From an optimization exercise on the open Yosys and OpenROAD flow, aimed at small area, a short achievable clock period and few clock cycles per item; shortcuts taken in it are not production practice. In this exercise RTL edits were held to simulation tests only and were not proved equivalent to the original. Power figures rest on the tool's default switching activity, not on a simulated workload.

File: design.v
module scb_bank (
    input  wire         clk,
    input  wire         rst,           
    input  wire         cmd_valid,
    output wire         cmd_ready,
    input  wire [2:0]   cmd_op,
    input  wire [7:0]   cmd_id,
    input  wire [15:0]  cmd_val,
    input  wire [253:0] cmd_bank,
    output reg          rsp_valid,
    output wire [7:0]   rsp_status,
    output wire [7:0]   rsp_detail,
    output reg  [14:0]  rsp_value,
    output reg  [4:0]   rsp_index,
    output wire [253:0] rsp_bank
);
    localparam [2:0] OP_LOAD = 3'd0, OP_STORE = 3'd1, OP_GET = 3'd2, OP_SET = 3'd3,
                     OP_INC  = 3'd4, OP_ISFULL = 3'd5, OP_TOTAL = 3'd6, OP_FINDMAX = 3'd7;
    reg  [253:0] nbank;
    wire [253:0] bank = ~nbank;
    assign rsp_bank = bank;
    reg       ready_r;
    reg       v0;
    reg [2:0] op0;
    reg [4:0] id0;
    reg       idbad0;
    reg [9:0] val0;
    reg       vbad0;
    assign cmd_ready = ready_r;
    wire acc      = cmd_valid & ready_r;
    wire load_now = acc & (cmd_op == OP_LOAD);
    always @(posedge clk) begin
        if (rst) begin
            v0      <= 1'b0;
            ready_r <= 1'b1;
        end else begin
            v0      <= acc;
            ready_r <= ~(acc & (cmd_op == OP_STORE));
        end
        op0    <= cmd_op;
        id0    <= cmd_id[4:0];
        idbad0 <= (cmd_id > 8'd24);
        val0   <= cmd_val[9:0];
        vbad0  <= |cmd_val[15:10];
    end
    reg [9:0] cur;
    integer i;
    always @(*) begin
        cur = 10'd0;
        for (i = 0; i < 25; i = i + 1)
            if (id0 == i)
                cur = cur | bank[10*i +: 10];
    end
    wire sat = &cur;
    wire inc_ok = v0 & (op0 == OP_INC) & ~idbad0 & ~sat;
    wire set_ok = v0 & (op0 == OP_SET) & ~idbad0 & ~vbad0;
    wire we     = inc_ok | set_ok;
    wire [9:0] wdata = op0[2] ? cur + 10'd1 : val0;
    wire ts251, tc252, ts255, tc256, ts259, tc260, ts263, tc264, ts267, tc268, ts271, tc272;
    wire ts275, tc276, ts279, tc280, ts283, tc284, ts287, tc288, ts291, tc292, ts295, tc296;
    wire ts299, tc300, ts303, tc304, ts307, tc308, ts311, tc312, ts315, tc316, ts319, tc320;
    wire ts323, tc324, ts327, tc328, ts331, tc332, ts335, tc336, ts339, tc340, ts343, tc344;
    wire ts347, tc348, ts351, tc352, ts355, tc356, ts359, tc360, ts363, tc364, ts367, tc368;
    wire ts371, tc372, ts375, tc376, ts379, tc380, ts383, tc384, ts387, tc388, ts391, tc392;
    wire ts395, tc396, ts399, tc400, ts403, tc404, ts407, tc408, ts411, tc412, ts415, tc416;
    wire ts419, tc420, ts423, tc424, ts427, tc428, ts431, tc432, ts435, tc436, ts439, tc440;
    wire ts443, tc444, ts447, tc448, ts451, tc452, ts455, tc456, ts459, tc460, ts463, tc464;
    wire ts467, tc468, ts471, tc472, ts475, tc476, ts479, tc480, ts483, tc484, ts487, tc488;
    wire ts491, tc492, ts495, tc496, ts499, tc500, ts503, tc504, ts507, tc508, ts511, tc512;
    wire ts515, tc516, ts519, tc520, ts523, tc524, ts527, tc528, ts531, tc532, ts535, tc536;
    wire ts539, tc540, ts543, tc544, ts547, tc548, ts551, tc552, ts555, tc556, ts559, tc560;
    wire ts563, tc564, ts567, tc568, ts571, tc572, ts575, tc576, ts579, tc580, ts583, tc584;
    wire ts587, tc588, ts591, tc592, ts595, tc596, ts599, tc600, ts603, tc604, ts607, tc608;
    wire ts611, tc612, ts615, tc616, ts619, tc620, ts623, tc624, ts627, tc628, ts631, tc632;
    wire ts635, tc636, ts639, tc640, ts643, tc644, ts647, tc648, ts651, tc652, ts655, tc656;
    wire ts659, tc660, ts663, tc664, ts667, tc668, ts671, tc672, ts675, tc676, ts679, tc680;
    wire ts683, tc684, ts687, tc688, ts691, tc692, ts695, tc696, ts699, tc700, ts703, tc704;
    wire ts707, tc708, ts711, tc712, ts715, tc716, ts719, tc720, ts723, tc724, ts727, tc728;
    wire ts731, tc732, ts735, tc736, ts739, tc740, ts743, tc744, ts747, tc748, ts751, tc752;
    wire ts755, tc756, ts759, tc760, ts763, tc764, ts767, tc768, ts771, tc772, ts775, tc776;
    wire ts779, tc780, ts783, tc784, ts787, tc788, ts791, tc792, ts795, tc796, ts799, tc800;
    wire ts803, tc804, ts807, tc808, ts811, tc812, ts815, tc816, ts819, tc820, ts823, tc824;
    wire ts827, tc828, ts831, tc832, ts835, tc836, ts839, tc840, ts843, tc844, ts847, tc848;
    wire ts851, tc852, ts855, tc856, ts859, tc860, ts863, tc864, ts867, tc868, ts871, tc872;
    wire ts875, tc876, ts879, tc880, ts883, tc884, ts887, tc888, ts891, tc892, ts895, tc896;
    wire ts899, tc900, ts903, tc904, ts907, tc908, ts911, tc912, ts915, tc916, ts919, tc920;
    wire ts923, tc924, ts927, tc928, ts931, tc932, ts935, tc936, ts939, tc940, ts943, tc944;
    wire ts947, tc948, ts951, tc952, ts955, tc956, ts959, tc960, ts963, tc964, ts967, tc968;
    wire ts971, tc972, ts975, tc976, ts979, tc980, ts983, tc984, ts987, tc988, ts991, tc992;
    wire ts995, tc996, ts999, tc1000, ts1003, tc1004, ts1007, tc1008, ts1011, tc1012, ts1015, tc1016;
    wire ts1019, tc1020, ts1023, tc1024, ts1027, tc1028, ts1031, tc1032, ts1035, tc1036, ts1039, tc1040;
    wire ts1043, tc1044, ts1047, tc1048, ts1051, tc1052, ts1055, tc1056, ts1059, tc1060, ts1063, tc1064;
    wire ts1067, tc1068, ts1071, tc1072, ts1075, tc1076, ts1079, tc1080, ts1083, tc1084, ts1087, tc1088;
    wire ts1091, tc1092, ts1095, tc1096, ts1099, tc1100, ts1103, tc1104, ts1107, tc1108, ts1111, tc1112;
    wire ts1115, tc1116, ts1119, tc1120, ts1123, tc1124, ts1127, tc1128, ts1131, tc1132, ts1135, tc1136;
    wire ts1139, tc1140, ts1143, tc1144, ts1147, tc1148, ts1151, tc1152, ts1155, tc1156, ts1159, tc1160;
    wire ts1163, tc1164, ts1167, tc1168, ts1171, tc1172, ts1175, tc1176, ts1179, tc1180, ts1183, tc1184;
    wire ts1187, tc1188, ts1191, tc1192, ts1195, tc1196, ts1199, tc1200, ts1203, tc1204, ts1207, tc1208;
    assign ts251 = nbank[0] ^ nbank[10] ^ nbank[20];
    assign tc252 = (nbank[0] & nbank[10]) | (nbank[0] & nbank[20]) | (nbank[10] & nbank[20]);
    assign ts255 = nbank[30] ^ nbank[40] ^ nbank[50];
    assign tc256 = (nbank[30] & nbank[40]) | (nbank[30] & nbank[50]) | (nbank[40] & nbank[50]);
    assign ts259 = nbank[60] ^ nbank[70] ^ nbank[80];
    assign tc260 = (nbank[60] & nbank[70]) | (nbank[60] & nbank[80]) | (nbank[70] & nbank[80]);
    assign ts263 = nbank[90] ^ nbank[100] ^ nbank[110];
    assign tc264 = (nbank[90] & nbank[100]) | (nbank[90] & nbank[110]) | (nbank[100] & nbank[110]);
    assign ts267 = nbank[120] ^ nbank[130] ^ nbank[140];
    assign tc268 = (nbank[120] & nbank[130]) | (nbank[120] & nbank[140]) | (nbank[130] & nbank[140]);
    assign ts271 = nbank[150] ^ nbank[160] ^ nbank[170];
    assign tc272 = (nbank[150] & nbank[160]) | (nbank[150] & nbank[170]) | (nbank[160] & nbank[170]);
    assign ts275 = nbank[180] ^ nbank[190] ^ nbank[200];
    assign tc276 = (nbank[180] & nbank[190]) | (nbank[180] & nbank[200]) | (nbank[190] & nbank[200]);
    assign ts279 = nbank[210] ^ nbank[220] ^ nbank[230];
    assign tc280 = (nbank[210] & nbank[220]) | (nbank[210] & nbank[230]) | (nbank[220] & nbank[230]);
    assign ts283 = nbank[240] ^ ts251 ^ ts255;
    assign tc284 = (nbank[240] & ts251) | (nbank[240] & ts255) | (ts251 & ts255);
    assign ts287 = ts259 ^ ts263 ^ ts267;
    assign tc288 = (ts259 & ts263) | (ts259 & ts267) | (ts263 & ts267);
    assign ts291 = ts271 ^ ts275 ^ ts279;
    assign tc292 = (ts271 & ts275) | (ts271 & ts279) | (ts275 & ts279);
    assign ts295 = ts283 ^ ts287 ^ ts291;
    assign tc296 = (ts283 & ts287) | (ts283 & ts291) | (ts287 & ts291);
    assign ts299 = nbank[1] ^ nbank[11] ^ nbank[21];
    assign tc300 = (nbank[1] & nbank[11]) | (nbank[1] & nbank[21]) | (nbank[11] & nbank[21]);
    assign ts303 = nbank[31] ^ nbank[41] ^ nbank[51];
    assign tc304 = (nbank[31] & nbank[41]) | (nbank[31] & nbank[51]) | (nbank[41] & nbank[51]);
    assign ts307 = nbank[61] ^ nbank[71] ^ nbank[81];
    assign tc308 = (nbank[61] & nbank[71]) | (nbank[61] & nbank[81]) | (nbank[71] & nbank[81]);
    assign ts311 = nbank[91] ^ nbank[101] ^ nbank[111];
    assign tc312 = (nbank[91] & nbank[101]) | (nbank[91] & nbank[111]) | (nbank[101] & nbank[111]);
    assign ts315 = nbank[121] ^ nbank[131] ^ nbank[141];
    assign tc316 = (nbank[121] & nbank[131]) | (nbank[121] & nbank[141]) | (nbank[131] & nbank[141]);
    assign ts319 = nbank[151] ^ nbank[161] ^ nbank[171];
    assign tc320 = (nbank[151] & nbank[161]) | (nbank[151] & nbank[171]) | (nbank[161] & nbank[171]);
    assign ts323 = nbank[181] ^ nbank[191] ^ nbank[201];
    assign tc324 = (nbank[181] & nbank[191]) | (nbank[181] & nbank[201]) | (nbank[191] & nbank[201]);
    assign ts327 = nbank[211] ^ nbank[221] ^ nbank[231];
    assign tc328 = (nbank[211] & nbank[221]) | (nbank[211] & nbank[231]) | (nbank[221] & nbank[231]);
    assign ts331 = nbank[241] ^ tc252 ^ tc256;
    assign tc332 = (nbank[241] & tc252) | (nbank[241] & tc256) | (tc252 & tc256);
    assign ts335 = tc260 ^ tc264 ^ tc268;
    assign tc336 = (tc260 & tc264) | (tc260 & tc268) | (tc264 & tc268);
    assign ts339 = tc272 ^ tc276 ^ tc280;
    assign tc340 = (tc272 & tc276) | (tc272 & tc280) | (tc276 & tc280);
    assign ts343 = ts299 ^ ts303 ^ ts307;
    assign tc344 = (ts299 & ts303) | (ts299 & ts307) | (ts303 & ts307);
    assign ts347 = ts311 ^ ts315 ^ ts319;
    assign tc348 = (ts311 & ts315) | (ts311 & ts319) | (ts315 & ts319);
    assign ts351 = ts323 ^ ts327 ^ tc284;
    assign tc352 = (ts323 & ts327) | (ts323 & tc284) | (ts327 & tc284);
    assign ts355 = tc288 ^ tc292 ^ ts331;
    assign tc356 = (tc288 & tc292) | (tc288 & ts331) | (tc292 & ts331);
    assign ts359 = ts335 ^ ts339 ^ ts343;
    assign tc360 = (ts335 & ts339) | (ts335 & ts343) | (ts339 & ts343);
    assign ts363 = ts347 ^ tc296 ^ ts351;
    assign tc364 = (ts347 & tc296) | (ts347 & ts351) | (tc296 & ts351);
    assign ts367 = ts355 ^ ts359 ^ ts363;
    assign tc368 = (ts355 & ts359) | (ts355 & ts363) | (ts359 & ts363);
    assign ts371 = nbank[2] ^ nbank[12] ^ nbank[22];
    assign tc372 = (nbank[2] & nbank[12]) | (nbank[2] & nbank[22]) | (nbank[12] & nbank[22]);
    assign ts375 = nbank[32] ^ nbank[42] ^ nbank[52];
    assign tc376 = (nbank[32] & nbank[42]) | (nbank[32] & nbank[52]) | (nbank[42] & nbank[52]);
    assign ts379 = nbank[62] ^ nbank[72] ^ nbank[82];
    assign tc380 = (nbank[62] & nbank[72]) | (nbank[62] & nbank[82]) | (nbank[72] & nbank[82]);
    assign ts383 = nbank[92] ^ nbank[102] ^ nbank[112];
    assign tc384 = (nbank[92] & nbank[102]) | (nbank[92] & nbank[112]) | (nbank[102] & nbank[112]);
    assign ts387 = nbank[122] ^ nbank[132] ^ nbank[142];
    assign tc388 = (nbank[122] & nbank[132]) | (nbank[122] & nbank[142]) | (nbank[132] & nbank[142]);
    assign ts391 = nbank[152] ^ nbank[162] ^ nbank[172];
    assign tc392 = (nbank[152] & nbank[162]) | (nbank[152] & nbank[172]) | (nbank[162] & nbank[172]);
    assign ts395 = nbank[182] ^ nbank[192] ^ nbank[202];
    assign tc396 = (nbank[182] & nbank[192]) | (nbank[182] & nbank[202]) | (nbank[192] & nbank[202]);
    assign ts399 = nbank[212] ^ nbank[222] ^ nbank[232];
    assign tc400 = (nbank[212] & nbank[222]) | (nbank[212] & nbank[232]) | (nbank[222] & nbank[232]);
    assign ts403 = nbank[242] ^ tc300 ^ tc304;
    assign tc404 = (nbank[242] & tc300) | (nbank[242] & tc304) | (tc300 & tc304);
    assign ts407 = tc308 ^ tc312 ^ tc316;
    assign tc408 = (tc308 & tc312) | (tc308 & tc316) | (tc312 & tc316);
    assign ts411 = tc320 ^ tc324 ^ tc328;
    assign tc412 = (tc320 & tc324) | (tc320 & tc328) | (tc324 & tc328);
    assign ts415 = ts371 ^ ts375 ^ ts379;
    assign tc416 = (ts371 & ts375) | (ts371 & ts379) | (ts375 & ts379);
    assign ts419 = ts383 ^ ts387 ^ ts391;
    assign tc420 = (ts383 & ts387) | (ts383 & ts391) | (ts387 & ts391);
    assign ts423 = ts395 ^ ts399 ^ tc332;
    assign tc424 = (ts395 & ts399) | (ts395 & tc332) | (ts399 & tc332);
    assign ts427 = tc336 ^ tc340 ^ tc344;
    assign tc428 = (tc336 & tc340) | (tc336 & tc344) | (tc340 & tc344);
    assign ts431 = tc348 ^ ts403 ^ ts407;
    assign tc432 = (tc348 & ts403) | (tc348 & ts407) | (ts403 & ts407);
    assign ts435 = ts411 ^ ts415 ^ ts419;
    assign tc436 = (ts411 & ts415) | (ts411 & ts419) | (ts415 & ts419);
    assign ts439 = tc352 ^ tc356 ^ ts423;
    assign tc440 = (tc352 & tc356) | (tc352 & ts423) | (tc356 & ts423);
    assign ts443 = tc360 ^ ts427 ^ ts431;
    assign tc444 = (tc360 & ts427) | (tc360 & ts431) | (ts427 & ts431);
    assign ts447 = ts435 ^ tc364 ^ ts439;
    assign tc448 = (ts435 & tc364) | (ts435 & ts439) | (tc364 & ts439);
    assign ts451 = ts443 ^ tc368 ^ ts447;
    assign tc452 = (ts443 & tc368) | (ts443 & ts447) | (tc368 & ts447);
    assign ts455 = nbank[3] ^ nbank[13] ^ nbank[23];
    assign tc456 = (nbank[3] & nbank[13]) | (nbank[3] & nbank[23]) | (nbank[13] & nbank[23]);
    assign ts459 = nbank[33] ^ nbank[43] ^ nbank[53];
    assign tc460 = (nbank[33] & nbank[43]) | (nbank[33] & nbank[53]) | (nbank[43] & nbank[53]);
    assign ts463 = nbank[63] ^ nbank[73] ^ nbank[83];
    assign tc464 = (nbank[63] & nbank[73]) | (nbank[63] & nbank[83]) | (nbank[73] & nbank[83]);
    assign ts467 = nbank[93] ^ nbank[103] ^ nbank[113];
    assign tc468 = (nbank[93] & nbank[103]) | (nbank[93] & nbank[113]) | (nbank[103] & nbank[113]);
    assign ts471 = nbank[123] ^ nbank[133] ^ nbank[143];
    assign tc472 = (nbank[123] & nbank[133]) | (nbank[123] & nbank[143]) | (nbank[133] & nbank[143]);
    assign ts475 = nbank[153] ^ nbank[163] ^ nbank[173];
    assign tc476 = (nbank[153] & nbank[163]) | (nbank[153] & nbank[173]) | (nbank[163] & nbank[173]);
    assign ts479 = nbank[183] ^ nbank[193] ^ nbank[203];
    assign tc480 = (nbank[183] & nbank[193]) | (nbank[183] & nbank[203]) | (nbank[193] & nbank[203]);
    assign ts483 = nbank[213] ^ nbank[223] ^ nbank[233];
    assign tc484 = (nbank[213] & nbank[223]) | (nbank[213] & nbank[233]) | (nbank[223] & nbank[233]);
    assign ts487 = nbank[243] ^ tc372 ^ tc376;
    assign tc488 = (nbank[243] & tc372) | (nbank[243] & tc376) | (tc372 & tc376);
    assign ts491 = tc380 ^ tc384 ^ tc388;
    assign tc492 = (tc380 & tc384) | (tc380 & tc388) | (tc384 & tc388);
    assign ts495 = tc392 ^ tc396 ^ tc400;
    assign tc496 = (tc392 & tc396) | (tc392 & tc400) | (tc396 & tc400);
    assign ts499 = ts455 ^ ts459 ^ ts463;
    assign tc500 = (ts455 & ts459) | (ts455 & ts463) | (ts459 & ts463);
    assign ts503 = ts467 ^ ts471 ^ ts475;
    assign tc504 = (ts467 & ts471) | (ts467 & ts475) | (ts471 & ts475);
    assign ts507 = ts479 ^ ts483 ^ tc404;
    assign tc508 = (ts479 & ts483) | (ts479 & tc404) | (ts483 & tc404);
    assign ts511 = tc408 ^ tc412 ^ tc416;
    assign tc512 = (tc408 & tc412) | (tc408 & tc416) | (tc412 & tc416);
    assign ts515 = tc420 ^ ts487 ^ ts491;
    assign tc516 = (tc420 & ts487) | (tc420 & ts491) | (ts487 & ts491);
    assign ts519 = ts495 ^ ts499 ^ ts503;
    assign tc520 = (ts495 & ts499) | (ts495 & ts503) | (ts499 & ts503);
    assign ts523 = tc424 ^ tc428 ^ tc432;
    assign tc524 = (tc424 & tc428) | (tc424 & tc432) | (tc428 & tc432);
    assign ts527 = ts507 ^ tc436 ^ ts511;
    assign tc528 = (ts507 & tc436) | (ts507 & ts511) | (tc436 & ts511);
    assign ts531 = ts515 ^ ts519 ^ tc440;
    assign tc532 = (ts515 & ts519) | (ts515 & tc440) | (ts519 & tc440);
    assign ts535 = tc444 ^ ts523 ^ ts527;
    assign tc536 = (tc444 & ts523) | (tc444 & ts527) | (ts523 & ts527);
    assign ts539 = tc448 ^ ts531 ^ ts535;
    assign tc540 = (tc448 & ts531) | (tc448 & ts535) | (ts531 & ts535);
    assign ts543 = ~(tc452 ^ ts539);
    assign tc544 = tc452 | ts539;
    assign ts547 = nbank[4] ^ nbank[14] ^ nbank[24];
    assign tc548 = (nbank[4] & nbank[14]) | (nbank[4] & nbank[24]) | (nbank[14] & nbank[24]);
    assign ts551 = nbank[34] ^ nbank[44] ^ nbank[54];
    assign tc552 = (nbank[34] & nbank[44]) | (nbank[34] & nbank[54]) | (nbank[44] & nbank[54]);
    assign ts555 = nbank[64] ^ nbank[74] ^ nbank[84];
    assign tc556 = (nbank[64] & nbank[74]) | (nbank[64] & nbank[84]) | (nbank[74] & nbank[84]);
    assign ts559 = nbank[94] ^ nbank[104] ^ nbank[114];
    assign tc560 = (nbank[94] & nbank[104]) | (nbank[94] & nbank[114]) | (nbank[104] & nbank[114]);
    assign ts563 = nbank[124] ^ nbank[134] ^ nbank[144];
    assign tc564 = (nbank[124] & nbank[134]) | (nbank[124] & nbank[144]) | (nbank[134] & nbank[144]);
    assign ts567 = nbank[154] ^ nbank[164] ^ nbank[174];
    assign tc568 = (nbank[154] & nbank[164]) | (nbank[154] & nbank[174]) | (nbank[164] & nbank[174]);
    assign ts571 = nbank[184] ^ nbank[194] ^ nbank[204];
    assign tc572 = (nbank[184] & nbank[194]) | (nbank[184] & nbank[204]) | (nbank[194] & nbank[204]);
    assign ts575 = nbank[214] ^ nbank[224] ^ nbank[234];
    assign tc576 = (nbank[214] & nbank[224]) | (nbank[214] & nbank[234]) | (nbank[224] & nbank[234]);
    assign ts579 = nbank[244] ^ tc456 ^ tc460;
    assign tc580 = (nbank[244] & tc456) | (nbank[244] & tc460) | (tc456 & tc460);
    assign ts583 = tc464 ^ tc468 ^ tc472;
    assign tc584 = (tc464 & tc468) | (tc464 & tc472) | (tc468 & tc472);
    assign ts587 = tc476 ^ tc480 ^ tc484;
    assign tc588 = (tc476 & tc480) | (tc476 & tc484) | (tc480 & tc484);
    assign ts591 = ts547 ^ ts551 ^ ts555;
    assign tc592 = (ts547 & ts551) | (ts547 & ts555) | (ts551 & ts555);
    assign ts595 = ts559 ^ ts563 ^ ts567;
    assign tc596 = (ts559 & ts563) | (ts559 & ts567) | (ts563 & ts567);
    assign ts599 = ts571 ^ ts575 ^ tc488;
    assign tc600 = (ts571 & ts575) | (ts571 & tc488) | (ts575 & tc488);
    assign ts603 = tc492 ^ tc496 ^ tc500;
    assign tc604 = (tc492 & tc496) | (tc492 & tc500) | (tc496 & tc500);
    assign ts607 = tc504 ^ ts579 ^ ts583;
    assign tc608 = (tc504 & ts579) | (tc504 & ts583) | (ts579 & ts583);
    assign ts611 = ts587 ^ ts591 ^ ts595;
    assign tc612 = (ts587 & ts591) | (ts587 & ts595) | (ts591 & ts595);
    assign ts615 = tc508 ^ tc512 ^ tc516;
    assign tc616 = (tc508 & tc512) | (tc508 & tc516) | (tc512 & tc516);
    assign ts619 = ts599 ^ tc520 ^ ts603;
    assign tc620 = (ts599 & tc520) | (ts599 & ts603) | (tc520 & ts603);
    assign ts623 = ts607 ^ ts611 ^ tc524;
    assign tc624 = (ts607 & ts611) | (ts607 & tc524) | (ts611 & tc524);
    assign ts627 = tc528 ^ ts615 ^ ts619;
    assign tc628 = (tc528 & ts615) | (tc528 & ts619) | (ts615 & ts619);
    assign ts631 = tc532 ^ ts623 ^ tc536;
    assign tc632 = (tc532 & ts623) | (tc532 & tc536) | (ts623 & tc536);
    assign ts635 = ts627 ^ tc540 ^ ts631;
    assign tc636 = (ts627 & tc540) | (ts627 & ts631) | (tc540 & ts631);
    assign ts639 = ~(tc544 ^ ts635);
    assign tc640 = tc544 | ts635;
    assign ts643 = nbank[5] ^ nbank[15] ^ nbank[25];
    assign tc644 = (nbank[5] & nbank[15]) | (nbank[5] & nbank[25]) | (nbank[15] & nbank[25]);
    assign ts647 = nbank[35] ^ nbank[45] ^ nbank[55];
    assign tc648 = (nbank[35] & nbank[45]) | (nbank[35] & nbank[55]) | (nbank[45] & nbank[55]);
    assign ts651 = nbank[65] ^ nbank[75] ^ nbank[85];
    assign tc652 = (nbank[65] & nbank[75]) | (nbank[65] & nbank[85]) | (nbank[75] & nbank[85]);
    assign ts655 = nbank[95] ^ nbank[105] ^ nbank[115];
    assign tc656 = (nbank[95] & nbank[105]) | (nbank[95] & nbank[115]) | (nbank[105] & nbank[115]);
    assign ts659 = nbank[125] ^ nbank[135] ^ nbank[145];
    assign tc660 = (nbank[125] & nbank[135]) | (nbank[125] & nbank[145]) | (nbank[135] & nbank[145]);
    assign ts663 = nbank[155] ^ nbank[165] ^ nbank[175];
    assign tc664 = (nbank[155] & nbank[165]) | (nbank[155] & nbank[175]) | (nbank[165] & nbank[175]);
    assign ts667 = nbank[185] ^ nbank[195] ^ nbank[205];
    assign tc668 = (nbank[185] & nbank[195]) | (nbank[185] & nbank[205]) | (nbank[195] & nbank[205]);
    assign ts671 = nbank[215] ^ nbank[225] ^ nbank[235];
    assign tc672 = (nbank[215] & nbank[225]) | (nbank[215] & nbank[235]) | (nbank[225] & nbank[235]);
    assign ts675 = nbank[245] ^ tc548 ^ tc552;
    assign tc676 = (nbank[245] & tc548) | (nbank[245] & tc552) | (tc548 & tc552);
    assign ts679 = tc556 ^ tc560 ^ tc564;
    assign tc680 = (tc556 & tc560) | (tc556 & tc564) | (tc560 & tc564);
    assign ts683 = tc568 ^ tc572 ^ tc576;
    assign tc684 = (tc568 & tc572) | (tc568 & tc576) | (tc572 & tc576);
    assign ts687 = ts643 ^ ts647 ^ ts651;
    assign tc688 = (ts643 & ts647) | (ts643 & ts651) | (ts647 & ts651);
    assign ts691 = ts655 ^ ts659 ^ ts663;
    assign tc692 = (ts655 & ts659) | (ts655 & ts663) | (ts659 & ts663);
    assign ts695 = ts667 ^ ts671 ^ tc580;
    assign tc696 = (ts667 & ts671) | (ts667 & tc580) | (ts671 & tc580);
    assign ts699 = tc584 ^ tc588 ^ tc592;
    assign tc700 = (tc584 & tc588) | (tc584 & tc592) | (tc588 & tc592);
    assign ts703 = tc596 ^ ts675 ^ ts679;
    assign tc704 = (tc596 & ts675) | (tc596 & ts679) | (ts675 & ts679);
    assign ts707 = ts683 ^ ts687 ^ ts691;
    assign tc708 = (ts683 & ts687) | (ts683 & ts691) | (ts687 & ts691);
    assign ts711 = tc600 ^ tc604 ^ tc608;
    assign tc712 = (tc600 & tc604) | (tc600 & tc608) | (tc604 & tc608);
    assign ts715 = ts695 ^ tc612 ^ ts699;
    assign tc716 = (ts695 & tc612) | (ts695 & ts699) | (tc612 & ts699);
    assign ts719 = ts703 ^ ts707 ^ tc616;
    assign tc720 = (ts703 & ts707) | (ts703 & tc616) | (ts707 & tc616);
    assign ts723 = tc620 ^ ts711 ^ ts715;
    assign tc724 = (tc620 & ts711) | (tc620 & ts715) | (ts711 & ts715);
    assign ts727 = tc624 ^ ts719 ^ tc628;
    assign tc728 = (tc624 & ts719) | (tc624 & tc628) | (ts719 & tc628);
    assign ts731 = ts723 ^ tc632 ^ ts727;
    assign tc732 = (ts723 & tc632) | (ts723 & ts727) | (tc632 & ts727);
    assign ts735 = tc636 ^ ts731 ^ tc640;
    assign tc736 = (tc636 & ts731) | (tc636 & tc640) | (ts731 & tc640);
    assign ts739 = nbank[6] ^ nbank[16] ^ nbank[26];
    assign tc740 = (nbank[6] & nbank[16]) | (nbank[6] & nbank[26]) | (nbank[16] & nbank[26]);
    assign ts743 = nbank[36] ^ nbank[46] ^ nbank[56];
    assign tc744 = (nbank[36] & nbank[46]) | (nbank[36] & nbank[56]) | (nbank[46] & nbank[56]);
    assign ts747 = nbank[66] ^ nbank[76] ^ nbank[86];
    assign tc748 = (nbank[66] & nbank[76]) | (nbank[66] & nbank[86]) | (nbank[76] & nbank[86]);
    assign ts751 = nbank[96] ^ nbank[106] ^ nbank[116];
    assign tc752 = (nbank[96] & nbank[106]) | (nbank[96] & nbank[116]) | (nbank[106] & nbank[116]);
    assign ts755 = nbank[126] ^ nbank[136] ^ nbank[146];
    assign tc756 = (nbank[126] & nbank[136]) | (nbank[126] & nbank[146]) | (nbank[136] & nbank[146]);
    assign ts759 = nbank[156] ^ nbank[166] ^ nbank[176];
    assign tc760 = (nbank[156] & nbank[166]) | (nbank[156] & nbank[176]) | (nbank[166] & nbank[176]);
    assign ts763 = nbank[186] ^ nbank[196] ^ nbank[206];
    assign tc764 = (nbank[186] & nbank[196]) | (nbank[186] & nbank[206]) | (nbank[196] & nbank[206]);
    assign ts767 = nbank[216] ^ nbank[226] ^ nbank[236];
    assign tc768 = (nbank[216] & nbank[226]) | (nbank[216] & nbank[236]) | (nbank[226] & nbank[236]);
    assign ts771 = nbank[246] ^ tc644 ^ tc648;
    assign tc772 = (nbank[246] & tc644) | (nbank[246] & tc648) | (tc644 & tc648);
    assign ts775 = tc652 ^ tc656 ^ tc660;
    assign tc776 = (tc652 & tc656) | (tc652 & tc660) | (tc656 & tc660);
    assign ts779 = tc664 ^ tc668 ^ tc672;
    assign tc780 = (tc664 & tc668) | (tc664 & tc672) | (tc668 & tc672);
    assign ts783 = ts739 ^ ts743 ^ ts747;
    assign tc784 = (ts739 & ts743) | (ts739 & ts747) | (ts743 & ts747);
    assign ts787 = ts751 ^ ts755 ^ ts759;
    assign tc788 = (ts751 & ts755) | (ts751 & ts759) | (ts755 & ts759);
    assign ts791 = ts763 ^ ts767 ^ tc676;
    assign tc792 = (ts763 & ts767) | (ts763 & tc676) | (ts767 & tc676);
    assign ts795 = tc680 ^ tc684 ^ tc688;
    assign tc796 = (tc680 & tc684) | (tc680 & tc688) | (tc684 & tc688);
    assign ts799 = tc692 ^ ts771 ^ ts775;
    assign tc800 = (tc692 & ts771) | (tc692 & ts775) | (ts771 & ts775);
    assign ts803 = ts779 ^ ts783 ^ ts787;
    assign tc804 = (ts779 & ts783) | (ts779 & ts787) | (ts783 & ts787);
    assign ts807 = tc696 ^ tc700 ^ tc704;
    assign tc808 = (tc696 & tc700) | (tc696 & tc704) | (tc700 & tc704);
    assign ts811 = ts791 ^ tc708 ^ ts795;
    assign tc812 = (ts791 & tc708) | (ts791 & ts795) | (tc708 & ts795);
    assign ts815 = ts799 ^ ts803 ^ tc712;
    assign tc816 = (ts799 & ts803) | (ts799 & tc712) | (ts803 & tc712);
    assign ts819 = tc716 ^ ts807 ^ ts811;
    assign tc820 = (tc716 & ts807) | (tc716 & ts811) | (ts807 & ts811);
    assign ts823 = tc720 ^ ts815 ^ tc724;
    assign tc824 = (tc720 & ts815) | (tc720 & tc724) | (ts815 & tc724);
    assign ts827 = ts819 ^ tc728 ^ ts823;
    assign tc828 = (ts819 & tc728) | (ts819 & ts823) | (tc728 & ts823);
    assign ts831 = tc732 ^ ts827 ^ tc736;
    assign tc832 = (tc732 & ts827) | (tc732 & tc736) | (ts827 & tc736);
    assign ts835 = nbank[7] ^ nbank[17] ^ nbank[27];
    assign tc836 = (nbank[7] & nbank[17]) | (nbank[7] & nbank[27]) | (nbank[17] & nbank[27]);
    assign ts839 = nbank[37] ^ nbank[47] ^ nbank[57];
    assign tc840 = (nbank[37] & nbank[47]) | (nbank[37] & nbank[57]) | (nbank[47] & nbank[57]);
    assign ts843 = nbank[67] ^ nbank[77] ^ nbank[87];
    assign tc844 = (nbank[67] & nbank[77]) | (nbank[67] & nbank[87]) | (nbank[77] & nbank[87]);
    assign ts847 = nbank[97] ^ nbank[107] ^ nbank[117];
    assign tc848 = (nbank[97] & nbank[107]) | (nbank[97] & nbank[117]) | (nbank[107] & nbank[117]);
    assign ts851 = nbank[127] ^ nbank[137] ^ nbank[147];
    assign tc852 = (nbank[127] & nbank[137]) | (nbank[127] & nbank[147]) | (nbank[137] & nbank[147]);
    assign ts855 = nbank[157] ^ nbank[167] ^ nbank[177];
    assign tc856 = (nbank[157] & nbank[167]) | (nbank[157] & nbank[177]) | (nbank[167] & nbank[177]);
    assign ts859 = nbank[187] ^ nbank[197] ^ nbank[207];
    assign tc860 = (nbank[187] & nbank[197]) | (nbank[187] & nbank[207]) | (nbank[197] & nbank[207]);
    assign ts863 = nbank[217] ^ nbank[227] ^ nbank[237];
    assign tc864 = (nbank[217] & nbank[227]) | (nbank[217] & nbank[237]) | (nbank[227] & nbank[237]);
    assign ts867 = nbank[247] ^ tc740 ^ tc744;
    assign tc868 = (nbank[247] & tc740) | (nbank[247] & tc744) | (tc740 & tc744);
    assign ts871 = tc748 ^ tc752 ^ tc756;
    assign tc872 = (tc748 & tc752) | (tc748 & tc756) | (tc752 & tc756);
    assign ts875 = tc760 ^ tc764 ^ tc768;
    assign tc876 = (tc760 & tc764) | (tc760 & tc768) | (tc764 & tc768);
    assign ts879 = ts835 ^ ts839 ^ ts843;
    assign tc880 = (ts835 & ts839) | (ts835 & ts843) | (ts839 & ts843);
    assign ts883 = ts847 ^ ts851 ^ ts855;
    assign tc884 = (ts847 & ts851) | (ts847 & ts855) | (ts851 & ts855);
    assign ts887 = ts859 ^ ts863 ^ tc772;
    assign tc888 = (ts859 & ts863) | (ts859 & tc772) | (ts863 & tc772);
    assign ts891 = tc776 ^ tc780 ^ tc784;
    assign tc892 = (tc776 & tc780) | (tc776 & tc784) | (tc780 & tc784);
    assign ts895 = tc788 ^ ts867 ^ ts871;
    assign tc896 = (tc788 & ts867) | (tc788 & ts871) | (ts867 & ts871);
    assign ts899 = ts875 ^ ts879 ^ ts883;
    assign tc900 = (ts875 & ts879) | (ts875 & ts883) | (ts879 & ts883);
    assign ts903 = tc792 ^ tc796 ^ tc800;
    assign tc904 = (tc792 & tc796) | (tc792 & tc800) | (tc796 & tc800);
    assign ts907 = ts887 ^ tc804 ^ ts891;
    assign tc908 = (ts887 & tc804) | (ts887 & ts891) | (tc804 & ts891);
    assign ts911 = ts895 ^ ts899 ^ tc808;
    assign tc912 = (ts895 & ts899) | (ts895 & tc808) | (ts899 & tc808);
    assign ts915 = tc812 ^ ts903 ^ ts907;
    assign tc916 = (tc812 & ts903) | (tc812 & ts907) | (ts903 & ts907);
    assign ts919 = tc816 ^ ts911 ^ tc820;
    assign tc920 = (tc816 & ts911) | (tc816 & tc820) | (ts911 & tc820);
    assign ts923 = ts915 ^ tc824 ^ ts919;
    assign tc924 = (ts915 & tc824) | (ts915 & ts919) | (tc824 & ts919);
    assign ts927 = tc828 ^ ts923 ^ tc832;
    assign tc928 = (tc828 & ts923) | (tc828 & tc832) | (ts923 & tc832);
    assign ts931 = nbank[8] ^ nbank[18] ^ nbank[28];
    assign tc932 = (nbank[8] & nbank[18]) | (nbank[8] & nbank[28]) | (nbank[18] & nbank[28]);
    assign ts935 = nbank[38] ^ nbank[48] ^ nbank[58];
    assign tc936 = (nbank[38] & nbank[48]) | (nbank[38] & nbank[58]) | (nbank[48] & nbank[58]);
    assign ts939 = nbank[68] ^ nbank[78] ^ nbank[88];
    assign tc940 = (nbank[68] & nbank[78]) | (nbank[68] & nbank[88]) | (nbank[78] & nbank[88]);
    assign ts943 = nbank[98] ^ nbank[108] ^ nbank[118];
    assign tc944 = (nbank[98] & nbank[108]) | (nbank[98] & nbank[118]) | (nbank[108] & nbank[118]);
    assign ts947 = nbank[128] ^ nbank[138] ^ nbank[148];
    assign tc948 = (nbank[128] & nbank[138]) | (nbank[128] & nbank[148]) | (nbank[138] & nbank[148]);
    assign ts951 = nbank[158] ^ nbank[168] ^ nbank[178];
    assign tc952 = (nbank[158] & nbank[168]) | (nbank[158] & nbank[178]) | (nbank[168] & nbank[178]);
    assign ts955 = nbank[188] ^ nbank[198] ^ nbank[208];
    assign tc956 = (nbank[188] & nbank[198]) | (nbank[188] & nbank[208]) | (nbank[198] & nbank[208]);
    assign ts959 = nbank[218] ^ nbank[228] ^ nbank[238];
    assign tc960 = (nbank[218] & nbank[228]) | (nbank[218] & nbank[238]) | (nbank[228] & nbank[238]);
    assign ts963 = nbank[248] ^ tc836 ^ tc840;
    assign tc964 = (nbank[248] & tc836) | (nbank[248] & tc840) | (tc836 & tc840);
    assign ts967 = tc844 ^ tc848 ^ tc852;
    assign tc968 = (tc844 & tc848) | (tc844 & tc852) | (tc848 & tc852);
    assign ts971 = tc856 ^ tc860 ^ tc864;
    assign tc972 = (tc856 & tc860) | (tc856 & tc864) | (tc860 & tc864);
    assign ts975 = ts931 ^ ts935 ^ ts939;
    assign tc976 = (ts931 & ts935) | (ts931 & ts939) | (ts935 & ts939);
    assign ts979 = ts943 ^ ts947 ^ ts951;
    assign tc980 = (ts943 & ts947) | (ts943 & ts951) | (ts947 & ts951);
    assign ts983 = ts955 ^ ts959 ^ tc868;
    assign tc984 = (ts955 & ts959) | (ts955 & tc868) | (ts959 & tc868);
    assign ts987 = tc872 ^ tc876 ^ tc880;
    assign tc988 = (tc872 & tc876) | (tc872 & tc880) | (tc876 & tc880);
    assign ts991 = tc884 ^ ts963 ^ ts967;
    assign tc992 = (tc884 & ts963) | (tc884 & ts967) | (ts963 & ts967);
    assign ts995 = ts971 ^ ts975 ^ ts979;
    assign tc996 = (ts971 & ts975) | (ts971 & ts979) | (ts975 & ts979);
    assign ts999 = tc888 ^ tc892 ^ tc896;
    assign tc1000 = (tc888 & tc892) | (tc888 & tc896) | (tc892 & tc896);
    assign ts1003 = ts983 ^ tc900 ^ ts987;
    assign tc1004 = (ts983 & tc900) | (ts983 & ts987) | (tc900 & ts987);
    assign ts1007 = ts991 ^ ts995 ^ tc904;
    assign tc1008 = (ts991 & ts995) | (ts991 & tc904) | (ts995 & tc904);
    assign ts1011 = tc908 ^ ts999 ^ ts1003;
    assign tc1012 = (tc908 & ts999) | (tc908 & ts1003) | (ts999 & ts1003);
    assign ts1015 = tc912 ^ ts1007 ^ tc916;
    assign tc1016 = (tc912 & ts1007) | (tc912 & tc916) | (ts1007 & tc916);
    assign ts1019 = ts1011 ^ tc920 ^ ts1015;
    assign tc1020 = (ts1011 & tc920) | (ts1011 & ts1015) | (tc920 & ts1015);
    assign ts1023 = tc924 ^ ts1019 ^ tc928;
    assign tc1024 = (tc924 & ts1019) | (tc924 & tc928) | (ts1019 & tc928);
    assign ts1027 = nbank[9] ^ nbank[19] ^ nbank[29];
    assign tc1028 = (nbank[9] & nbank[19]) | (nbank[9] & nbank[29]) | (nbank[19] & nbank[29]);
    assign ts1031 = nbank[39] ^ nbank[49] ^ nbank[59];
    assign tc1032 = (nbank[39] & nbank[49]) | (nbank[39] & nbank[59]) | (nbank[49] & nbank[59]);
    assign ts1035 = nbank[69] ^ nbank[79] ^ nbank[89];
    assign tc1036 = (nbank[69] & nbank[79]) | (nbank[69] & nbank[89]) | (nbank[79] & nbank[89]);
    assign ts1039 = nbank[99] ^ nbank[109] ^ nbank[119];
    assign tc1040 = (nbank[99] & nbank[109]) | (nbank[99] & nbank[119]) | (nbank[109] & nbank[119]);
    assign ts1043 = nbank[129] ^ nbank[139] ^ nbank[149];
    assign tc1044 = (nbank[129] & nbank[139]) | (nbank[129] & nbank[149]) | (nbank[139] & nbank[149]);
    assign ts1047 = nbank[159] ^ nbank[169] ^ nbank[179];
    assign tc1048 = (nbank[159] & nbank[169]) | (nbank[159] & nbank[179]) | (nbank[169] & nbank[179]);
    assign ts1051 = nbank[189] ^ nbank[199] ^ nbank[209];
    assign tc1052 = (nbank[189] & nbank[199]) | (nbank[189] & nbank[209]) | (nbank[199] & nbank[209]);
    assign ts1055 = nbank[219] ^ nbank[229] ^ nbank[239];
    assign tc1056 = (nbank[219] & nbank[229]) | (nbank[219] & nbank[239]) | (nbank[229] & nbank[239]);
    assign ts1059 = nbank[249] ^ tc932 ^ tc936;
    assign tc1060 = (nbank[249] & tc932) | (nbank[249] & tc936) | (tc932 & tc936);
    assign ts1063 = tc940 ^ tc944 ^ tc948;
    assign tc1064 = (tc940 & tc944) | (tc940 & tc948) | (tc944 & tc948);
    assign ts1067 = tc952 ^ tc956 ^ tc960;
    assign tc1068 = (tc952 & tc956) | (tc952 & tc960) | (tc956 & tc960);
    assign ts1071 = ts1027 ^ ts1031 ^ ts1035;
    assign tc1072 = (ts1027 & ts1031) | (ts1027 & ts1035) | (ts1031 & ts1035);
    assign ts1075 = ts1039 ^ ts1043 ^ ts1047;
    assign tc1076 = (ts1039 & ts1043) | (ts1039 & ts1047) | (ts1043 & ts1047);
    assign ts1079 = ts1051 ^ ts1055 ^ tc964;
    assign tc1080 = (ts1051 & ts1055) | (ts1051 & tc964) | (ts1055 & tc964);
    assign ts1083 = tc968 ^ tc972 ^ tc976;
    assign tc1084 = (tc968 & tc972) | (tc968 & tc976) | (tc972 & tc976);
    assign ts1087 = tc980 ^ ts1059 ^ ts1063;
    assign tc1088 = (tc980 & ts1059) | (tc980 & ts1063) | (ts1059 & ts1063);
    assign ts1091 = ts1067 ^ ts1071 ^ ts1075;
    assign tc1092 = (ts1067 & ts1071) | (ts1067 & ts1075) | (ts1071 & ts1075);
    assign ts1095 = tc984 ^ tc988 ^ tc992;
    assign tc1096 = (tc984 & tc988) | (tc984 & tc992) | (tc988 & tc992);
    assign ts1099 = ts1079 ^ tc996 ^ ts1083;
    assign tc1100 = (ts1079 & tc996) | (ts1079 & ts1083) | (tc996 & ts1083);
    assign ts1103 = ts1087 ^ ts1091 ^ tc1000;
    assign tc1104 = (ts1087 & ts1091) | (ts1087 & tc1000) | (ts1091 & tc1000);
    assign ts1107 = tc1004 ^ ts1095 ^ ts1099;
    assign tc1108 = (tc1004 & ts1095) | (tc1004 & ts1099) | (ts1095 & ts1099);
    assign ts1111 = tc1008 ^ ts1103 ^ tc1012;
    assign tc1112 = (tc1008 & ts1103) | (tc1008 & tc1012) | (ts1103 & tc1012);
    assign ts1115 = ts1107 ^ tc1016 ^ ts1111;
    assign tc1116 = (ts1107 & tc1016) | (ts1107 & ts1111) | (tc1016 & ts1111);
    assign ts1119 = tc1020 ^ ts1115 ^ tc1024;
    assign tc1120 = (tc1020 & ts1115) | (tc1020 & tc1024) | (ts1115 & tc1024);
    assign ts1123 = tc1028 ^ tc1032 ^ tc1036;
    assign tc1124 = (tc1028 & tc1032) | (tc1028 & tc1036) | (tc1032 & tc1036);
    assign ts1127 = tc1040 ^ tc1044 ^ tc1048;
    assign tc1128 = (tc1040 & tc1044) | (tc1040 & tc1048) | (tc1044 & tc1048);
    assign ts1131 = tc1052 ^ tc1056 ^ tc1060;
    assign tc1132 = (tc1052 & tc1056) | (tc1052 & tc1060) | (tc1056 & tc1060);
    assign ts1135 = tc1064 ^ tc1068 ^ tc1072;
    assign tc1136 = (tc1064 & tc1068) | (tc1064 & tc1072) | (tc1068 & tc1072);
    assign ts1139 = tc1076 ^ ts1123 ^ ts1127;
    assign tc1140 = (tc1076 & ts1123) | (tc1076 & ts1127) | (ts1123 & ts1127);
    assign ts1143 = tc1080 ^ tc1084 ^ tc1088;
    assign tc1144 = (tc1080 & tc1084) | (tc1080 & tc1088) | (tc1084 & tc1088);
    assign ts1147 = ts1131 ^ tc1092 ^ ts1135;
    assign tc1148 = (ts1131 & tc1092) | (ts1131 & ts1135) | (tc1092 & ts1135);
    assign ts1151 = ts1139 ^ tc1096 ^ tc1100;
    assign tc1152 = (ts1139 & tc1096) | (ts1139 & tc1100) | (tc1096 & tc1100);
    assign ts1155 = ts1143 ^ ts1147 ^ tc1104;
    assign tc1156 = (ts1143 & ts1147) | (ts1143 & tc1104) | (ts1147 & tc1104);
    assign ts1159 = tc1108 ^ ts1151 ^ ts1155;
    assign tc1160 = (tc1108 & ts1151) | (tc1108 & ts1155) | (ts1151 & ts1155);
    assign ts1163 = tc1112 ^ ts1159 ^ tc1116;
    assign tc1164 = (tc1112 & ts1159) | (tc1112 & tc1116) | (ts1159 & tc1116);
    assign ts1167 = ~(ts1163 ^ tc1120);
    assign tc1168 = ts1163 | tc1120;
    assign ts1171 = tc1124 ^ tc1128 ^ tc1132;
    assign tc1172 = (tc1124 & tc1128) | (tc1124 & tc1132) | (tc1128 & tc1132);
    assign ts1175 = tc1136 ^ tc1140 ^ tc1144;
    assign tc1176 = (tc1136 & tc1140) | (tc1136 & tc1144) | (tc1140 & tc1144);
    assign ts1179 = ts1171 ^ tc1148 ^ tc1152;
    assign tc1180 = (ts1171 & tc1148) | (ts1171 & tc1152) | (tc1148 & tc1152);
    assign ts1183 = ts1175 ^ tc1156 ^ ts1179;
    assign tc1184 = (ts1175 & tc1156) | (ts1175 & ts1179) | (tc1156 & ts1179);
    assign ts1187 = tc1160 ^ ts1183 ^ tc1164;
    assign tc1188 = (tc1160 & ts1183) | (tc1160 & tc1164) | (ts1183 & tc1164);
    assign ts1191 = ~(ts1187 ^ tc1168);
    assign tc1192 = ts1187 | tc1168;
    assign ts1195 = tc1172 ^ tc1176 ^ tc1180;
    assign tc1196 = (tc1172 & tc1176) | (tc1172 & tc1180) | (tc1176 & tc1180);
    assign ts1199 = tc1184 ^ ts1195 ^ tc1188;
    assign tc1200 = (tc1184 & ts1195) | (tc1184 & tc1188) | (ts1195 & tc1188);
    assign ts1203 = ~(ts1199 ^ tc1192);
    assign tc1204 = ts1199 | tc1192;
    assign ts1207 = tc1196 ^ tc1200 ^ tc1204;
    assign tc1208 = (tc1196 & tc1200) | (tc1196 & tc1204) | (tc1200 & tc1204);
    wire [14:0] total = ~{tc1208, ts1207, ts1203, ts1191, ts1167, ts1119, ts1023, ts927, ts831, ts735, ts639, ts543, ts451, ts367, ts295};
    reg [24:0] cand, hit;
    reg [9:0]  max_v;
    reg [4:0]  max_i;
    integer b;
    always @(*) begin
        cand = {25{1'b1}};
        for (b = 9; b >= 0; b = b - 1) begin
            for (i = 0; i < 25; i = i + 1)
                hit[i] = cand[i] & bank[10*i + b];
            max_v[b] = |hit;
            if (|hit)
                cand = hit;
        end
        max_i = 5'd0;
        for (i = 24; i >= 0; i = i - 1)
            if (cand[i])
                max_i = i;
    end
    reg [24:0] wr, hd;
    wire ld = load_now & ~rst;
    always @(*) begin
        for (i = 0; i < 25; i = i + 1) begin
            wr[i] = ~rst & ~load_now & we & (id0 == i);
            hd[i] = ~rst & ~load_now & ~(we & (id0 == i));
        end
    end
    wire hs = ~rst & ~load_now;
    reg [253:0] nbank_d;
    always @(*) begin
        for (i = 0; i < 25; i = i + 1)
            nbank_d[10*i +: 10] = ~(({10{ld}} & cmd_bank[10*i +: 10]) |
                                    ({10{wr[i]}} & wdata) |
                                    ({10{hd[i]}} & bank[10*i +: 10]));
        nbank_d[253:250] = ~(({4{ld}} & cmd_bank[253:250]) | ({4{hs}} & bank[253:250]));
    end
    always @(posedge clk)
        nbank <= nbank_d;
    wire id_op   = (op0 == OP_GET) | (op0 == OP_SET) | (op0 == OP_INC) | (op0 == OP_ISFULL);
    wire e_range = idbad0 & id_op;
    wire e_val   = ~idbad0 & (op0 == OP_SET) & vbad0;
    wire e_sat   = ~idbad0 & (op0 == OP_INC) & sat;
    reg [1:0] st;
    reg [2:0] dt;
    assign rsp_status = {6'd0, st};
    assign rsp_detail = {5'd0, dt};
    always @(posedge clk) begin
        rsp_valid <= ~rst & v0;
        st <= {e_range, e_range | e_val | e_sat};
        dt <= {e_sat, e_val, e_range | e_val};
        case (op0)
            OP_ISFULL:  rsp_value <= {14'd0, sat};
            OP_TOTAL:   rsp_value <= total;
            OP_FINDMAX: rsp_value <= {5'd0, max_v};
            default:    rsp_value <= {5'd0, cur};
        endcase
        rsp_index <= max_i;
    end
endmodule
File: flow/run.sh
#!/bin/bash
# Standard ORFS layout, with two changes to how it is made:
#  - ports are buffered with sky130_fd_sc_hd__buf_1 instead of the buffer
#    buffer_ports picks by itself (clkdlybuf4s50_1);
#  - repair_timing is asked to keep a setup slack margin, so the resizer works
#    on the critical paths although the 50 ns clock is met with a wide margin.
# The design, clock period and constraints are the standard flow's, unchanged.
set -euo pipefail
export BUFFER_PORTS_ARGS="-buffer_cell sky130_fd_sc_hd__buf_1"
export SETUP_SLACK_MARGIN=37
bash standard.sh > standard.log 2>&1
File: standard.sh
#!/bin/bash
# synth_recipe.tcl (not shown) runs the flow's synth.tcl, then flattens the netlist and writes it again
# the make line also repeats each setting of config.mk as NAME=value (left out here)
make -C /OpenROAD-flow-scripts/flow DESIGN_CONFIG=/design/flow/config.mk WORK_HOME=/design/flow/orfs CLKGATE_MAP_FILE= SYNTH_SCRIPT=/design/flow/synth_recipe.tcl "${@:-finish}"
File: config.mk
export PLATFORM = sky130hd
export DESIGN_NAME = scb_bank
export DESIGN_NICKNAME = scb_bank
export VERILOG_FILES = /design/flow/design.v
export SDC_FILE = /design/flow/constraint.sdc
export NUM_CORES = 4
export LEC_CHECK = 0
export ABC_AREA = 1
export CAP_MARGIN = 20
export CORE_MARGIN = 2
export CORE_UTILIZATION = 40
export CTS_BUF_LIST = sky130_fd_sc_hd__clkbuf_4
export SLEW_MARGIN = 20
File: constraint.sdc
create_clock -name core_clock -period 50.0 [get_ports {clk}]
set_input_delay 10.0000 -clock core_clock [delete_from_list [all_inputs] [get_ports {clk}]]
set_output_delay 10.0000 -clock core_clock [all_outputs]
set_load 0.01 [all_outputs]
==> results.json, run 1 <==
{
  "final_cell_count_no_fill": 4792,
  "fin_crit_ns": 12.60,
  "fmax_mhz": 79.4,
  "ioPinCount": 576,
  "rows": 90,
  "start_util": 0.402,
  "ctsHoldBuffers": 0,
  "die_h_um": 250,
  "hp-start": "ready_r",
  "critPathLaunchType": "input port",
  "io_buffers": 564,
  "grt_setup_unrepaired": "yes",
  "drtIter0Drc": 3818,
  "critical_path.slowest_cell": "buf_4",
  "p_leak_nw": 14.5,
  "critPathTopFamily": "buffers and inverters",
  "maxCapViolations": 0,
  "path_cells": "buf_1 > or4_1 > nor2_4 > buf_4 > buf_4 > buf_6 > a221oi_1",
  "finalHoldViolCount": 0,
  "num_vias": 27600,
  "fp.coreArea_um2": 60100,
  "r2r_start": "nbank[129]",
  "utilization": 0.477,
  "dieArea_um2": 62500,
  "ys_seq_elements": 302,
  "grt_max_degree": 98,
  "avgSynthCellArea_um2": 7.29,
  "grt_overflow": 0,
  "critPathArrivalTime_ns": 13.35,
  "irDropWorstVdd_v": 0.0000264,
  "drt-total-wl_um": 129000,
  "grt_pass1_vias": 26300,
  "gr-usage-all-layers": 0.401,
  "synth_top_area_share": 0.250,
  "setup_viol": 0,
  "nets": 4459,
  "cts.sinks": 302,
  "remaining_drc_errors": 0,
  "tns_ns": 0,
  "path_buf_inv": 4,
  "slew_violations": 0,
  "vias_per_cell": 5.76,
  "antenna_found_initial": 4,
  "ys_types": 44,
  "critical_path_class": "input port to flop",
  "synth_cells": 3317,
  "wl_per_cell_um": 26.9,
  "grt_pass1_wl_um": 181000,
  "yosysWarningCount": 1,
  "hold_ws_ns": 0.480,
  "worst_pin_slew_ns": 1.21,
  "synth-main-ff-cell": "dfxtp_1",
  "clk_pin_slew_ns": 0.07,
  "ant_nets": 0,
  "yosysSeqAreaShare": 0.250,
  "final.setup_skew_ns": 0.0643,
  "htree_levels": 3,
  "worstHoldPathType": "flop to flop",
  "post-route-period-util": 0.252,
  "finalPower_mw": 1.25,
  "dp_cells": 4578,
  "drive_above_1_share": 0.0727,
  "gp_congestion": 1.03,
  "syn_area_um2": 24200,
  "async_reset_ff_frac": 0,
  "syn2layout_area_growth_pct": 18.5,
  "clock_latency_ns": 0.92,
  "endpoint_kind": "flop",
  "firstDrtPassIters": 6,
  "die-width_um": 250,
  "critical_path_peak_fanout": 97,
  "synth-edff-count": 0,
  "slew_headroom": 0.192,
  "numCtsBuffers": 89,
  "synth_area_leader_cell": "dfxtp_1",
  "critPathMostFrequentCell": "buf_4",
  "required_ns": 50.75,
  "cellPowerDensity_nw_per_um2": 43.7,
  "hpwl_um": 106000,
  "startpoint": "cmd_op[1]",
  "status": "complete, no violations",
  "synth.area.top_cells": "dfxtp_1, fa_1, nand2_1, a221oi_1, inv_1",
  "clock-root-buffer": "clkbuf_4",
  "tritoncts": "built",
  "clk_path_buf_depth": 3,
  "slowest_delay_ns": 0.89
}
==> power breakdown <==
| part | total, mW | switching [mW] | leakage (nW) | internal, mW |
|---|---|---|---|---|
| Sequential | 0.258 | 0.00758 | 2.46 | 0.251 |
| Clock | 0.259 | 0.125 | 0.709 | 0.134 |
| Combinational | 0.735 | 0.504 | 11.3 | 0.231 |
| Total | 1.25 | 0.636 | 14.5 | 0.616 |
==> worst reg2reg max path: cells and delay by family, from the launching register on <==
| family | cells | cell delay (ns) |
|---|---|---|
| buffers and inverters | 9 | 1.36 |
| AO/OA/AOI/OAI | 5 | 0.94 |
| flip-flops | 1 | 0.35 |
| AND/OR/NAND/NOR | 74 | 9.24 |
| adder cells (fa/ha/maj) | 1 | 0.20 |
==> cell usage after synthesis (all sizes together), types with 2 or more instances <==
master and number:
dfxtp 302, nand3b 21, nand3 351, or4 2, nand4 14, clkbuf 62, a21oi 92, a2111oi 2
o21ai 78, fa 235, or2 2, nor2 418, a21boi 7, o2111ai 5, ha 10, o221ai 4
xor2 4, a22oi 3, buf 63, o31ai 2, nor3 7, o22ai 53, clkinv 14, nor4 6
nand2 660, a221oi 267, inv 620, a31oi 5, o211ai 5
==> repair_timing <==
| action | in CTS | in global routing |
|---|---|---|
| setup endpoints to repair | 6 | 61 |
| cloned | 9 | 6 |
| buffers inserted | 9 | 19 |
| endpoints found under the hold margin | 0 | 0 |
| pin swaps | 10 | 14 |
| gates resized for setup | 9 | 32 |
==> final timing paths <==
check | to | cells past startpoint | slack, ns
min reg2reg | v0 | 2 | 0.48
max reg2reg | rsp_index[0] | 89 | 37.81
min | v0 | 2 | 0.48
max | nbank[209] | 7 | 37.40
==> registers in the layout (all words and copies together) (netlist names), 2 cells and up <==
signal / cells
op0: 3
rsp_value: 15
st: 2
rsp_index: 5
val0: 10
id0: 5
dt: 3
nbank: 254
==> stage by stage <==
stage | setup WS, ns | area [µm²]
after global placement | 35.71 | 26900
after detailed placement | 35.72 | 26900
after CTS | 37.06 | 28300
final | 37.40 | 28700
after global routing | 36.92 | 28700
after floorplan | 38.20 | 24200
==> per-layer routing <==
layer	part of all wire	vias to the layer above	track usage	routed length, µm
met5	0	-	0	0
met4	0.061	0	0.206	7840
met2	0.45	1902	0.643	58700
li1	-	12200	-	-
met3	0.11	362	0.0988	14000
met1	0.38	13200	0.502	48500
==> layout make-up <==
| type | count | area [µm²] |
|---|---|---|
| multi-input cells | 2281 | 15400 |
| fillers | 6401 | 31500 |
| diodes | 5 | 12.5 |
| well taps | 782 | 978 |
| clock buffers | 128 | 961 |
| flip-flops and latches | 302 | 6050 |
| clock inverters | 38 | 243 |
| repair buffers | 622 | 2620 |
| inverters | 634 | 2380 |
==> placed cells by master, fill, tap and decap left out, drive strengths merged, types with 4 or more instances in the layout <==
| master | count |
|---|---|
| nand3 | 351 |
| clkinv | 46 |
| a21boi | 7 |
| a21oi | 92 |
| inv | 622 |
| nor4 | 6 |
| o21ai | 78 |
| ha | 10 |
| nand2 | 661 |
| o211ai | 5 |
| xor2 | 4 |
| nand4 | 14 |
| a221oi | 267 |
| o2111ai | 5 |
| dfxtp | 302 |
| nor3 | 7 |
| o221ai | 4 |
| fa | 235 |
| conb | 11 |
| clkbuf | 128 |
| diode | 5 |
| o22ai | 53 |
| nand3b | 21 |
| buf | 622 |
| a31oi | 5 |
| nor2 | 432 |
==> kinds of logic after synthesis <==
family,after synthesis,synth area share
AOI/OAI and AO/OA,525,0.157
xor gates and xnor gates,4,0.00145
adders and majority gates,245,0.200
buffers and inverters,759,0.128
DFF,302,0.250
other,1,0.000155
and+or+nand+nor,1481,0.264
Testbench counts, summed over its fixed seeds: cycles 16,527, commands 16,000.
==> run 2, diff against run 1 <==
--- a/flow/run.sh
+++ b/flow/run.sh
@@ -7,5 +7,5 @@
 # The design, clock period and constraints are the standard flow's, unchanged.
 set -euo pipefail
 export BUFFER_PORTS_ARGS="-buffer_cell sky130_fd_sc_hd__buf_1"
-export SETUP_SLACK_MARGIN=37
+export SETUP_SLACK_MARGIN=39
 bash standard.sh > standard.log 2>&1
--- a/config.mk
+++ b/config.mk
@@ -11,3 +11,4 @@
 export CORE_UTILIZATION = 40
 export CTS_BUF_LIST = sky130_fd_sc_hd__clkbuf_4
 export SLEW_MARGIN = 20
+export TNS_END_PERCENT = 10
==> run 2 against run 1 <==
Against the previous run: sequential share of layout area shrank 1.6 points; worst hold slack got worse by 0.0073 ns; flip-flop and latch count did not move; combinational power rose by 27%; final cell count rose by 4.6%; non-clock buffer count grew 201; critical path depth increased by 1; die area unchanged; setup slack gained 1.0 ns; power up 15%.
==> results.json, run 2 <==
{
  "status": "complete, no violations",
  "rows": 90,
  "finalHoldViolCount": 0,
  "synth-edff-count": 0,
  "critical_path_peak_fanout": 6,
  "maxCapViolations": 0,
  "grt_pass1_wl_um": 187000,
  "post-route-period-util": 0.231,
  "path_cells": "buf_1 > inv_1 > nand2_8 > buf_4 > a21oi_1 > inv_1 > nor2_1 > a221oi_1",
  "p_leak_nw": 16.4,
  "cp.depth": 8,
  "synthTopCellsByCount": "nand2_1, inv_1, nor2_1",
  "ioPinCount": 576,
  "drive_above_1_share": 0.332,
  "syn_area_um2": 24200,
  "firstDrtPassIters": 9,
  "largest_reg_flops": 254,
  "startpoint": "rst",
  "gp_congestion": 1.05,
  "numCtsBuffers": 88,
  "finalPower_mw": 1.44,
  "required_ns": 50.71,
  "async_reset_ff_frac": 0,
  "num_vias": 29700,
  "ctsHoldBuffers": 0,
  "ant_nets": 0,
  "grt_pass1_vias": 27400,
  "dieArea_um2": 62500,
  "synth_cells": 3317,
  "crit_end": "nbank[62]",
  "critPathArrivalTime_ns": 12.28,
  "wl_per_cell_um": 27.5,
  "yosysSeqAreaShare": 0.250,
  "cts.sinks": 302,
  "hpwl_um": 105000,
  "htree_levels": 3,
  "die_h_um": 250,
  "critPathMostFrequentCell": "inv_1",
  "final.setup_skew_ns": 0.0985,
  "avgSynthCellArea_um2": 7.29,
  "synth.area.top_cells": "dfxtp_1, fa_1, nand2_1, a221oi_1, inv_1",
  "endpoint_kind": "flop",
  "fmax_mhz": 86.4,
  "grt_overflow": 0,
  "reg_top3": "nbank (254), rsp_value (15), val0 (10)",
  "io_buffers": 564,
  "clock-root-buffer": "clkbuf_4",
  "die-width_um": 250,
  "utilization": 0.559,
  "slew_violations": 0,
  "remaining_drc_errors": 0,
  "nets": 4680,
  "final_common_cell": "nand2_1",
  "fp.coreArea_um2": 60100,
  "synth.most_common_cell": "nand2_1",
  "layout_common_cells": "nand2_1, inv_1, nor2_1, buf_1, a221oi_1",
  "worstRegToRegCells": 96,
  "cellPowerDensity_nw_per_um2": 42.8,
  "clk_pin_slew_ns": 0.07,
  "yosysWarningCount": 1,
  "fin_crit_ns": 11.57,
  "critPathLaunchType": "input port",
  "slowest_delay_ns": 0.74,
  "r2r_setup_slack_ns": 38.86,
  "grt_setup_unrepaired": "yes",
  "synth-main-ff-cell": "dfxtp_1",
  "irDropWorstVdd_v": 0.0000274,
  "slew_headroom": 0.190,
  "r2r_start": "nbank[139]",
  "grt_max_degree": 47,
  "tns_ns": 0,
  "drt-total-wl_um": 138000,
  "tritoncts": "built",
  "worstHoldPathType": "flop to flop",
  "ys_types": 44,
  "clock_latency_ns": 0.92,
  "clk_path_buf_depth": 3,
  "hp-start": "vbad0",
  "worstReg2RegEnd": "rsp_index[0]",
  "syn2layout_area_growth_pct": 38.9,
  "worst_pin_slew_ns": 1.21,
  "vias_per_cell": 5.93,
  "drtIter0Drc": 3828,
  "path_buf_inv": 4,
  "critical_path_class": "input port to flop",
  "final_cell_area_um2": 33600,
  "gr-usage-all-layers": 0.414,
  "antenna_found_initial": 4,
  "synth_top_area_share": 0.250,
  "critPathTopFamily": "buffers and inverters",
  "setup_viol": 0,
  "top_register": "nbank",
  "synth_area_leader_cell": "dfxtp_1",
  "postPlaceCellArea_um2": 26900,
  "critical_path.slowest_cell": "a21oi_1",
  "start_util": 0.402,
  "ys_seq_elements": 302
}
==> run 2: cell count changes in the layout (fill, tap and decap cells not counted), moves of 99 or more <==
| cell | change |
|---|---|
| nand3_2 | +114 |
| buf_2 | +138 |
| inv_1 | -227 |
| dfxtp_1 | -202 |
| nand3_1 | -115 |
| buf_1 | -217 |
| buf_4 | +172 |
| inv_2 | +155 |
| dfxtp_2 | +99 |
| dfxtp_4 | +103 |
==> run 2: how the worst min path moves through the flow <==
stage | cells after the start | endpoint | slack [ns]
floorplan | 2 | rsp_valid | 0.42
CTS | 2 | dt[1] | 0.48
finish | 2 | dt[1] | 0.47
detailed placement | 2 | nbank[252] | 0.47
global route | 2 | dt[1] | 0.48
global placement | 2 | nbank[251] | 0.47
==> run 2: area by class of cell <==
cell class	count	area, µm²
Fill cell	5896	26500
Multi-Input combinational cell	2302	17000
Sequential cell	302	6560
Timing Repair Buffer	823	5330
Inverter	634	2580
Tap cell	782	978
Clock buffer	124	931
Clock inverter	37	218
Antenna cell	7	17.5
==> run 2: kinds of logic (layout without fill, tap and decap cells) <==
family | count (synthesis) | count (layout) | synth area share
other | 1 | 18 | 0.000155
adder cells (fa/ha/maj) | 245 | 245 | 0.200
AND/OR/NAND/NOR | 1481 | 1517 | 0.264
flip-flops | 302 | 302 | 0.250
buffers and inverters | 759 | 1618 | 0.128
AO/OA/AOI/OAI | 525 | 525 | 0.157
XOR/XNOR | 4 | 4 | 0.00145
==> run 2: power by group <==
group	total [mW]	leakage, nW	switching [mW]	internal, mW
Sequential	0.255	2.41	0.00808	0.247
Clock	0.251	0.677	0.125	0.126
Combinational	0.934	13.3	0.607	0.327
Total	1.44	16.4	0.740	0.699
==> run 2: layer usage <==
layer,global-route usage,share of wire
met5,0,0
met4,0.248,0.082
met3,0.107,0.11
met2,0.665,0.45
met1,0.499,0.36
==> run 2: worst reg2reg max path, delay by kind of cell, from the launching register on <==
| kind | cells | cell delay [ns] |
|---|---|---|
| AND/OR/NAND/NOR | 78 | 7.89 |
| flip-flops | 1 | 0.38 |
| AO/OA/AOI/OAI | 3 | 0.48 |
| adder cells (fa/ha/maj) | 1 | 0.16 |
| buffers and inverters | 14 | 2.12 |
==> run 2: through the flow <==
| stage | hold WS [ns] | instances | setup WS, ns |
|---|---|---|---|
| after floorplan | 0.425 | 3327 | 38.59 |
| after global placement | 0.466 | 4576 | 35.53 |
| after detailed placement | 0.471 | 4576 | 35.52 |
| after CTS | 0.477 | 4846 | 38.49 |
| after global routing | 0.480 | 5011 | 38.32 |
| final | 0.472 | 5011 | 38.43 |
==> run 2: repair_timing <==
action / in CTS / in global routing
setup buffers: 83 / 139
resized for setup: 835 / 493
endpoints found under the setup margin: 543 / 524
pin swaps: 29 / 93
gates cloned: 26 / 19
endpoints found under the hold margin: 0 / 0

-- re-timing with driven ports --
The flow's constraints put no driver on any port. The routed layouts listed below were extracted and timed again, unchanged, in two steps. Step 1 (the two cells are an assumption about what drives the block):
set clk [get_ports {clk}]
set_driving_cell -lib_cell sky130_fd_sc_hd__clkbuf_16 $clk
set_driving_cell -lib_cell sky130_fd_sc_hd__buf_2 [delete_from_list [all_inputs] $clk]
Step 2 times the ports against the registers' clock, not the clock port: input delays grow and output delays shrink by t, the midpoint of the rising clock arrivals with the driver on. Three values: no drivers, after step 1, after step 2; two values: the first two.
run	shift t [ns]	slack for setup (ns)	hold WS [ns]	cell pins on the clock port's net
run 1	0.951	37.398 / 37.436 / 36.486	0.480 / 0.480 / 0.480	1
run 2	0.936	38.431 / 38.398 / 37.535	0.472 / 0.472 / 0.472	1
After both steps setup and hold are still met in every run listed. For run 1, which loses most, drivers alone change the setup slack by +0.038 ns; drivers and shift together by -0.912 ns.
